What follows belongs to an exercise in optimizing a design on an open flow for small area and few clock cycles; a production flow would make more cautious choices.
At most, simulation tests tie the RTL to the original design; equivalence was not proved.

## flash_ctrl
module flash_ctrl (
    input  wire        clk,
    input  wire        rst,
    input  wire        start,
    input  wire [4:0]  op,
    input  wire [31:0] arg0,
    input  wire [31:0] arg1,
    input  wire [31:0] arg2,
    input  wire [31:0] arg3,
    output reg         busy,
    output reg         done,
    output wire        ok,
    output reg  [31:0] res_lo,
    output reg  [31:0] res_hi,
    output reg         bus_cs,
    output wire        bus_req,
    output reg  [7:0]  bus_tx,
    input  wire        bus_ack,
    input  wire [7:0]  bus_rx,
    output wire        ram_req,
    output wire        ram_we,
    output wire [31:0] ram_addr,
    output wire [7:0]  ram_wdata,
    input  wire        ram_ack,
    input  wire [7:0]  ram_rdata
);
==> flow/config.mk <==
export PLATFORM = sky130hd
export DESIGN_NAME = flash_ctrl
export DESIGN_NICKNAME = flash_ctrl
export VERILOG_FILES = /design/flow/design.v
export SDC_FILE = /design/flow/constraint.sdc
export NUM_CORES = 4
export LEC_CHECK = 0
export CAP_MARGIN = 20
export CORE_MARGIN = 2
export CORE_UTILIZATION = 40
export PLACE_DENSITY = 0.6
export SLEW_MARGIN = 20
==> flow/constraint.sdc <==
create_clock -name core_clock -period 10.0 [get_ports {clk}]
set_input_delay 2.0000 -clock core_clock [delete_from_list [all_inputs] [get_ports {clk}]]
set_output_delay 2.0000 -clock core_clock [all_outputs]
set_load 0.01 [all_outputs]
standard.sh (not shown) runs the stock make flow with config.mk's settings and CLKGATE_MAP_FILE= SYNTH_SCRIPT=/design/flow/synth_recipe.tcl, a recipe that flattens the netlist after the stock synthesis.
==> flow/flow/run.sh <==
#!/bin/bash
# Layout flow: the standard flow (standard synthesis, floorplan, power
# grid, placement, CTS, routing) with these changes:
#  - port buffers use the smallest buffer cell instead of the default;
#  - clock tree synthesis uses smaller clock buffers and inserts no dummy loads.
set -euo pipefail
export BUFFER_PORTS_ARGS="-buffer_cell sky130_fd_sc_hd__buf_1"
export CTS_ARGS="-sink_clustering_enable -repair_clock_nets -dont_use_dummy_load -buf_list sky130_fd_sc_hd__clkbuf_4"
bash standard.sh finish > standard_flow.log 2>&1
Testbench counts at the start, summed over its fixed seeds: cycles 503,256.
Next try:
--- a/flow/design.v
+++ b/flow/design.v
@@ -41,18 +41,17 @@
     reg  [2:0]  ph;
     reg  [2:0]  fs;
     reg  [3:0]  dc;         
     reg         identified;
     reg  [23:0] ra;
     reg  [31:0] rp;
     reg  [24:0] cnt;
     reg  [22:0] xb;
-    wire [7:0]  pb = xb[7:0];
-    wire [7:0]  qb = xb[15:8];
+    reg  [7:0]  pb, qb;
     reg         pbv, qbv;
     reg         first;      
     reg         wip;        
     reg         mism;       
     reg         match;      
     wire o_id    = (op_q == 5'd1) || (op_q == 5'd2);
     wire o_rdsr  = (op_q == 5'd3);
     wire o_prog  = (op_q == 5'd6) || (op_q == 5'd13);
@@ -429,19 +428,21 @@
         else if (go)       fs <= FS_OPC;
         else if (bus_step) fs <= fs_next;
         if (go)         dc <= 4'd0;
         else if (dstep) dc <= dc + 4'd1;
         if (ld_ra)  ra  <= st ? arg0[23:0] : ra_add;
         if (st)     rp  <= op_v ? arg1 : arg2;
         else if (ram_step) rp <= rp_inc;
         if (ld_cnt) cnt <= cnt_d;
-        xb  <= st ? arg2[22:0] : {xb[22:16], qb_d, pb_d};
+        if (st)     xb  <= arg2[22:0];
         if (ld_rl)  res_lo <= rl_d;
         if (ld_rh)  res_hi <= rh_d;
+        pb  <= pb_d;
+        qb  <= qb_d;
         pbv <= pbv_d;
         qbv <= qbv_d;
         if (st)          first <= 1'b1;
         else if (csw_end) first <= 1'b0;
         if (dstep && p_poll) wip <= bus_rx[0];
         if (st)          mism <= 1'b0;
         else if (do_cmp && !cmp_eq) mism <= 1'b1;
         if (st)          match <= 1'b1;
The changed run passed the timing, DRC and antenna checks.
Final cell count climbs by a few percent.
Area after synthesis climbs by a few percent.
Utilization rises by 0.35 points.
Clock skew grows by 0.0072 ns.
Final area increases by a few percent.
Non-clock buffer count came out higher by 1.
Register-to-register slack gets worse by 0.38 ns.
Only the layout flow was run in the second run of this note; the RTL was not checked for function there.

==> static timing again, ports no longer ideal <==
The flow's constraints put no driver on any port. The routed layouts listed below were extracted and timed again, unchanged, in two steps. Step 1 assumes that a clkbuf_16 drives the clock port and a buf_2 every other input. Step 2 moves the port delays by t, midway between the first and last clock arrival at a register: inputs arrive t later, outputs are due t later. That takes back most of the time a late clock gives input paths. a / b / c = ideal ports / drivers / drivers and shift; a / b = the first two.
run | shift t [ns] | setup WS [ns] | slew at the worst register clock pin (ns)
the first run | 0.735 | 1.361 / 1.374 / 0.639 | 0.07 / 0.07
the second run | 0.742 | 1.081 / 1.106 / 0.363 | 0.07 / 0.07
After both steps setup and hold are still met in every run listed. For the first run, which loses most, drivers alone change the setup slack by +0.013 ns; drivers and shift together by -0.722 ns.
